What follows belongs to an exercise in optimizing a design on an open flow for small area, a short achievable clock period and few clock cycles; a production flow would make more cautious choices. In this exercise RTL edits were held to simulation tests only and were not proved equivalent to the original. Power figures rest on the tool's default switching activity, not on a simulated workload.

Design godmr_core, start of the top module:
module godmr_core (
    input  wire        clk,
    input  wire        rst,           
    input  wire        req_valid,
    input  wire        req_write,
    input  wire [1:0]  req_size,      
    input  wire [11:0] req_addr,
    input  wire [31:0] req_wdata,
    output reg         resp_valid,
    output reg         resp_err,
    output reg  [31:0] resp_rdata,
    output wire [15:0] qr_code,       
    input  wire        qr_ok          
);
    reg [2:0]   status_err;
    reg [8:0]   crc9;
    reg [15:0]  crc16;
    reg [31:0]  crc32;
    reg [15:0]  sync_hi;
    reg [31:0]  sync_lo;
    reg [15:0]  emb_code;
    reg [7:0]   emb_len;
    reg [3:0]   emb_cc;
    reg [1:0]   emb_lcss;
    reg         emb_valid;
    reg [15:0]  wlen;
    reg [7:0]   b0 [0:52];
    reg [7:0]   b1 [0:52];
    reg [16:0]  wp;      
    reg [16:0]  fp;      
    function integer region;
        input integer k;
  ...
Settings: LEC_CHECK=0, CAP_MARGIN=20, CORE_MARGIN=2, CORE_UTILIZATION=40, PLACE_DENSITY=0.7, SETUP_SLACK_MARGIN=2.45, SLEW_MARGIN=20; clock period 5.0 ns.
run.sh (not shown) runs the stock make flow with config.mk's settings and CLKGATE_MAP_FILE= SYNTH_SCRIPT=/design/flow/synth_recipe.tcl, a recipe that flattens the netlist after the stock synthesis.
Testbench counts at the start, summed over its fixed seeds: cycles 27,148.
Edit:
- PLACE_DENSITY: 0.7 -> 0.6
- SETUP_SLACK_MARGIN: 2.45 -> 2.6
Effect: Clock-buffer cell count falls by 6. Wire length rises by 5.9%. Sequential share of layout area falls by 1.9 points. Sequential power barely changes. Hold slack hardly moves. First-iteration DRC count falls by 6.7%. Final cell count rises by 1.9%.
Edit:
- SETUP_SLACK_MARGIN: 2.6 -> 2.0
The new run completed without violations.
Synthesized area is unchanged.
Register-to-register slack gets worse by 0.31 ns.
Routed wire length shrinks by about 3.6%.
Sequential cell count stays the same.
Setup slack degrades by 0.36 ns.
Utilization decreases by 2.4 points.
Synthesized cell count does not change.
Power hardly moves.
Clock power grows by about 1%.
Edit:
- CTS_CLUSTER_DIAMETER: unset -> 60
- CTS_CLUSTER_SIZE: unset -> 35
- SETUP_SLACK_MARGIN: 2.0 -> 2.45
Outcome: The new run finished clean. Wire length rises by 1.2%. Power falls by 5.2%. Non-clock buffer count rises by 56. Combinational power rises by 5.0%. Synthesized area is unchanged. Cell area rises by 0.75%.
Edit:
- CTS_CLUSTER_DIAMETER: 60 -> unset
- CTS_CLUSTER_SIZE: 35 -> unset
- SETUP_SLACK_MARGIN: 2.45 -> 2.4
Effect: Fmax fell by 2.0%. Register-to-register slack loses 0.05 ns. Setup slack is worse by 0.053 ns. Utilization rose by 0.69 points. Worst hold slack degrades by 0.045 ns. Clock skew grows by 0.028 ns. Count of clock-buffer cells in the layout climbs by 60. First-iteration DRC count rose by 1.3%.
Edit:
- CTS_CLUSTER_DIAMETER: unset -> 45
- CTS_CLUSTER_SIZE: unset -> 40
- SETUP_SLACK_MARGIN: 2.4 -> 2.45
Result:
- synthesized cell count does not change
- worst hold slack improves by 0.052 ns
- wire length is about the same
- critical path depth drops by 1
- power climbs by 1.0%


## exp/umber
Starting RTL as in the previous note.
make LEC_CHECK=0 CAP_MARGIN=20 CORE_MARGIN=2 CORE_UTILIZATION=40 CTS_BUF_LIST='sky130_fd_sc_hd__clkbuf_8 sky130_fd_sc_hd__clkbuf_4' PLACE_DENSITY=0.6 SETUP_SLACK_MARGIN=2.45 SLEW_MARGIN=20 finish   # period 5.0 ns
exp/umber reached the final stage; the timing, DRC and antenna checks on its layout passed.
Testbench counts of exp/umber, summed over its fixed seeds: cycles 27,148.
Setup changes, exp/umber to exp/ember
Settings: PLACE_DENSITY changed from 0.6 to 0.65; CTS_BUF_LIST removed (was sky130_fd_sc_hd__clkbuf_8 sky130_fd_sc_hd__clkbuf_4); CORE_UTILIZATION changed from 40 to 46.
Findings:
Per the final summary, exp/ember finished and its layout is clean on timing, DRC and antenna. exp/umber closes out successfully: all stages finished, all timing, DRC and antenna checks passed. Between exp/ember and exp/umber, the layout overhead on the synthesized area figures differ only marginally. exp/ember ends up with a maximum fanout encountered on the critical timing path that is 3 higher than in exp/umber. In exp/ember, fraction of area in clock buffers and inverters is lower than in exp/umber. Per the comparison of exp/ember with exp/umber, global-route track usage on met1 +3.4 points, cell count -313, shortest period the worst path allows +0.12 ns.
[inputs] exp/delta vs exp/ember
Settings: swapping 0.65 for 0.6 in PLACE_DENSITY; swapping 46 for 40 in CORE_UTILIZATION; swapping 2.45 for 2.3 in SETUP_SLACK_MARGIN.
==> comparison <==
Every run (exp/delta and exp/ember) finished clean. Diff exp/delta..exp/ember | part of the total power dissipated in combinational logic | negligible. As of exp/delta, via count had fallen slightly compared to exp/ember. Changes observed in exp/delta relative to exp/ember: minimum clock period lost 0.092 ns; design area lost about 1.8%; initial cell density of the core lost 6.0 points; power dissipated in combinational cells lost 3.1%; proportion of cell area spent on the clock network neither gained nor lost much. In exp/delta the buffering stage count on the worst path with inverters included turned out 2 lower than in exp/ember. The run with more setup slack is exp/delta; exp/ember has less.
Edits applied to the flow inputs when going from exp/delta to exp/zinc:
Settings: SETUP_SLACK_MARGIN changed from 2.3 to 2.52.
Results
Looking at first-iteration DRC count, exp/zinc sits 9.5% below exp/delta.
Comparing the two runs side by side, exp/zinc comes out ahead of exp/delta on worst hold margin.
When the final numbers for exp/zinc and exp/delta were put side by side, the design area turned out to be smaller in exp/delta.
exp/zinc was carried through to the last stage, and its layout satisfied the timing, DRC and antenna checks.
Between exp/zinc and exp/delta, the count of buffers not belonging to the clock network in the layout is higher for exp/zinc.

what the ideal ports hide:
The results above use ideal ports. As a check the final layouts listed here were re-extracted and re-timed, cells and wires unchanged. Step 1 assumes that a clkbuf_16 drives the clock port and a buf_2 every other input. Step 2 moves the port delays by t, midway between the first and last clock arrival at a register: inputs arrive t later, outputs are due t later. That takes back most of the time a late clock gives input paths. Slacks: ideal ports / drivers / drivers and shift; pairs: ideal ports / drivers.
| run | t, ns | setup WS [ns] | hold WS [ns] | worst register clock-pin slew, ns |
|---|---|---|---|---|
| the first run of note 1 | 0.756 | 2.365 / 2.377 / 1.621 | 0.314 / 0.314 / 0.314 | 0.07 / 0.07 |
| the second run of note 1 | 0.780 | 2.363 / 2.394 / 1.614 | 0.315 / 0.315 / 0.315 | 0.07 / 0.07 |
| the third run of note 1 | 0.750 | 2.005 / 1.985 / 1.299 | 0.300 / 0.300 / 0.300 | 0.07 / 0.07 |
| the fourth run of note 1 | 0.754 | 2.396 / 2.426 / 1.676 | 0.314 / 0.314 / 0.314 | 0.12 / 0.12 |
| the fifth run of note 1 | 0.754 | 2.343 / 2.349 / 1.620 | 0.270 / 0.270 / 0.270 | 0.07 / 0.07 |
| the sixth run of note 1 | 0.774 | 2.442 / 2.428 / 1.704 | 0.321 / 0.321 / 0.321 | 0.09 / 0.09 |
| exp/umber | 0.934 | 2.335 / 2.270 / 1.555 | 0.302 / 0.302 / 0.302 | 0.07 / 0.07 |
| exp/ember | 0.754 | 2.217 / 2.241 / 1.487 | 0.308 / 0.308 / 0.308 | 0.07 / 0.07 |
| exp/delta | 0.758 | 2.309 / 2.262 / 1.586 | 0.272 / 0.272 / 0.272 | 0.07 / 0.07 |
| exp/zinc | 0.774 | 2.396 / 2.420 / 1.646 | 0.310 / 0.310 / 0.310 | 0.07 / 0.07 |
After both steps every run listed still meets setup and hold. The setup slack of exp/umber, which loses most, moves by -0.065 ns with the drivers and by -0.780 ns with both steps.
